Background: an optimization exercise with open tools, aiming at small area. Do not read the settings as production practice. The RTL was checked by simulation tests, not by an equivalence proof against the original design. Power figures rest on the tool's default switching activity, not on a simulated workload.

## job 101
==> flow/design.v (excerpt) <==
module sisops_cpu (
    input  wire         clk,
    input  wire         rst,
    input  wire         start,
    input  wire [31:0]  pc_in,
    input  wire [319:0] regs_in,
    input  wire [63:0]  pt_in,
    input  wire [4:0]   pt_len_in,
    input  wire [7:0]   quantum,
    output wire         busy,
    output reg          done,
    output reg  [2:0]   cause,
    output wire [47:0]  info,
    output wire [31:0]  fpc,
    output wire [31:0]  pc_out,
    output wire [319:0] regs_out,
    output wire         mem_req,
    output wire         mem_we,
    output reg  [7:0]   mem_addr,
    output wire [47:0]  mem_wdata,
    input  wire         mem_ready,
    input  wire         mem_rvalid,
    input  wire [47:0]  mem_rdata
);
    localparam [2:0] C_TIMER   = 3'd0;
    localparam [2:0] C_ADDR    = 3'd1;
    localparam [2:0] C_INVOP   = 3'd2;
    localparam [2:0] C_INVSYS  = 3'd3;
    localparam [2:0] C_STOP    = 3'd4;
    localparam [2:0] C_READ    = 3'd5;
    localparam [2:0] C_WRITE   = 3'd6;
    localparam [3:0] S_IDLE = 4'd0;    
    localparam [3:0] S_FT   = 4'd1;    
    localparam [3:0] S_FR   = 4'd2;    
    localparam [3:0] S_FW   = 4'd3;    
    localparam [3:0] S_DEC  = 4'd4;    
    localparam [3:0] S_PASS = 4'd5;    
    localparam [3:0] S_DT   = 4'd6;    
    localparam [3:0] S_MR   = 4'd7;    
    localparam [3:0] S_MW   = 4'd8;    
    localparam [3:0] S_SYS  = 4'd9;    
    localparam [3:0] S_CMP  = 4'd10;   
    localparam [3:0] S_FIN  = 4'd11;   
    localparam [3:0] S_CPY  = 4'd12;   
    localparam [3:0] P_LDI  = 4'd0;    
    localparam [3:0] P_ALU  = 4'd1;    
    localparam [3:0] P_MM   = 4'd3;    
    localparam [3:0] P_MA   = 4'd4;    
    localparam [3:0] P_STD  = 4'd5;    
    localparam [3:0] P_X8   = 4'd6;    
    localparam [3:0] P_X9   = 4'd7;    
    localparam [3:0] P_SCAN = 4'd8;    
    localparam [3:0] P_JMP  = 4'd9;    
    localparam [3:0] P_PCI  = 4'd10;   
    localparam [3:0] P_FPC  = 4'd11;   
    localparam [3:0] P_FIN  = 4'd12;   
    reg  [3:0]  state;
    reg  [3:0]  ptype;
    reg  [4:0]  bc;          
    reg  [31:0] x [0:9];
    reg  [31:0] pc;
    reg  [47:0] ir;
    reg  [63:0] ptr;         
    reg         frz;         
    reg  [3:0]  pcnt;
    reg  [4:0]  pt_len;
    reg  [7:0]  qcnt;
  ...
Settings: LEC_CHECK=0, CAP_MARGIN=20, CORE_AREA=6 6 334 334, CTS_BUF_LIST=sky130_fd_sc_hd__clkbuf_4, DIE_AREA=0 0 340 340, PLACE_DENSITY=0.7, SLEW_MARGIN=20; clock period 11.0 ns.
standard.sh (not shown) runs the stock make flow with config.mk's settings and CLKGATE_MAP_FILE= SYNTH_SCRIPT=/design/flow/synth_recipe.tcl, a recipe that flattens the netlist after the stock synthesis.
==> flow/flow/run.sh <==
#!/bin/bash
# The standard layout (standard.sh: ORFS synthesis through finish), with
# changes to how cells are chosen only:
#  - synthesis maps the logic with ABC's area-oriented mapper (amap) instead
#    of the delay-oriented script; flip-flops are mapped before ABC, so the
#    registers are the standard synthesis's;
#  - the buffers ABC leaves are removed at floorplan instead of upsizing
#    cells against the unplaced netlist's timing;
#  - the ports are buffered by the smallest buffer cell;
#  - clock tree synthesis uses clkbuf_4 on small sink clusters and inserts
#    no dummy loads.
set -euo pipefail
cp -r "$FLOW_HOME/scripts" scripts_local
printf '%s\n' strash dch amap topo 'stime -c' > scripts_local/abc_speed.script
bash standard.sh \
  "SCRIPTS_DIR=$PWD/scripts_local" \
  "REMOVE_ABC_BUFFERS=1" \
  "BUFFER_PORTS_ARGS=-buffer_cell sky130_fd_sc_hd__buf_1" \
  "CTS_ARGS=-sink_clustering_enable -sink_clustering_size 8 -sink_clustering_max_diameter 60 -repair_clock_nets -dont_use_dummy_load -buf_list sky130_fd_sc_hd__clkbuf_4" \
  finish > standard_make.log 2>&1
Input-level comparison between job 102 and job 101:
# job 101
export LEC_CHECK = 0
export CAP_MARGIN = 20
export CORE_AREA = 6 6 334 334
export CTS_BUF_LIST = sky130_fd_sc_hd__clkbuf_4
export DIE_AREA = 0 0 340 340
export PLACE_DENSITY = 0.7
export SLEW_MARGIN = 20
create_clock -name core_clock -period 11.0 [get_ports {clk}]
# job 102
export LEC_CHECK = 0
export CAP_MARGIN = 20
export CORE_AREA = 10 10 350 350
export CTS_BUF_LIST = sky130_fd_sc_hd__clkbuf_4
export DIE_AREA = 0 0 360 360
export SLEW_MARGIN = 20
create_clock -name core_clock -period 11.0 [get_ports {clk}]
Notes after the runs:
- Total length of routed met3 wires in job 102 vs job 101: down 1800 µm
- Per the comparison of job 102 with job 101, measured slew at the worst slew-check pin went up 0.087 ns, sequential share of cell area fell by 0.16 points, final instance area now larger, least setup slack across all paths after layout has increased, met1 wire length increased about 9%.
- Job 102 vs. job 101: share of the core filled with cells in the final layout went down by 1.8 points.
Setup changes, job 102 to job 103
--- a/flow/flow/run.sh
+++ b/flow/flow/run.sh
@@ -17,4 +17,4 @@
   "REMOVE_ABC_BUFFERS=1" \
   "BUFFER_PORTS_ARGS=-buffer_cell sky130_fd_sc_hd__buf_1" \
-  "CTS_ARGS=-sink_clustering_enable -sink_clustering_size 8 -sink_clustering_max_diameter 60 -repair_clock_nets -dont_use_dummy_load -buf_list sky130_fd_sc_hd__clkbuf_4" \
+  "CTS_ARGS=-sink_clustering_enable -sink_clustering_size 10 -sink_clustering_max_diameter 50 -repair_clock_nets -dont_use_dummy_load -buf_list sky130_fd_sc_hd__clkbuf_4" \
   finish > standard_make.log 2>&1
Notes after the runs:
- Clock-buffer cell count shrinks by a few percent when moving from job 102 to job 103.
- In job 103, transition time at the pin with the least slew margin is higher than in job 102.
- In terms of fraction of power spent switching nets, job 103 and job 102 differ only marginally.
- Worst setup slack: job 103 < job 102

-- port drivers added, routing unchanged --
The results above use ideal ports. As a check the final layouts listed here were re-extracted and re-timed, cells and wires unchanged. Step 1, drivers: a clkbuf_16 drives clk and a buf_2 each remaining input, both assumed. Step 2 also shifts input and output timing later by t, the mid clock arrival at the registers, as if the neighbouring blocks saw the same clock. Slacks: ideal ports / drivers / drivers and shift; pairs: ideal ports / drivers.
| run | t (ns) | setup WS [ns] | clock arrival spread, ns |
|---|---|---|---|
| job 101 | 0.907 | 1.353 / 1.353 / 1.353 | 0.155 / 0.156 |
| job 102 | 0.971 | 1.460 / 1.460 / 1.460 | 0.143 / 0.143 |
| job 103 | 0.942 | 1.453 / 1.453 / 1.453 | 0.134 / 0.133 |
After both steps every run listed still meets setup and hold.
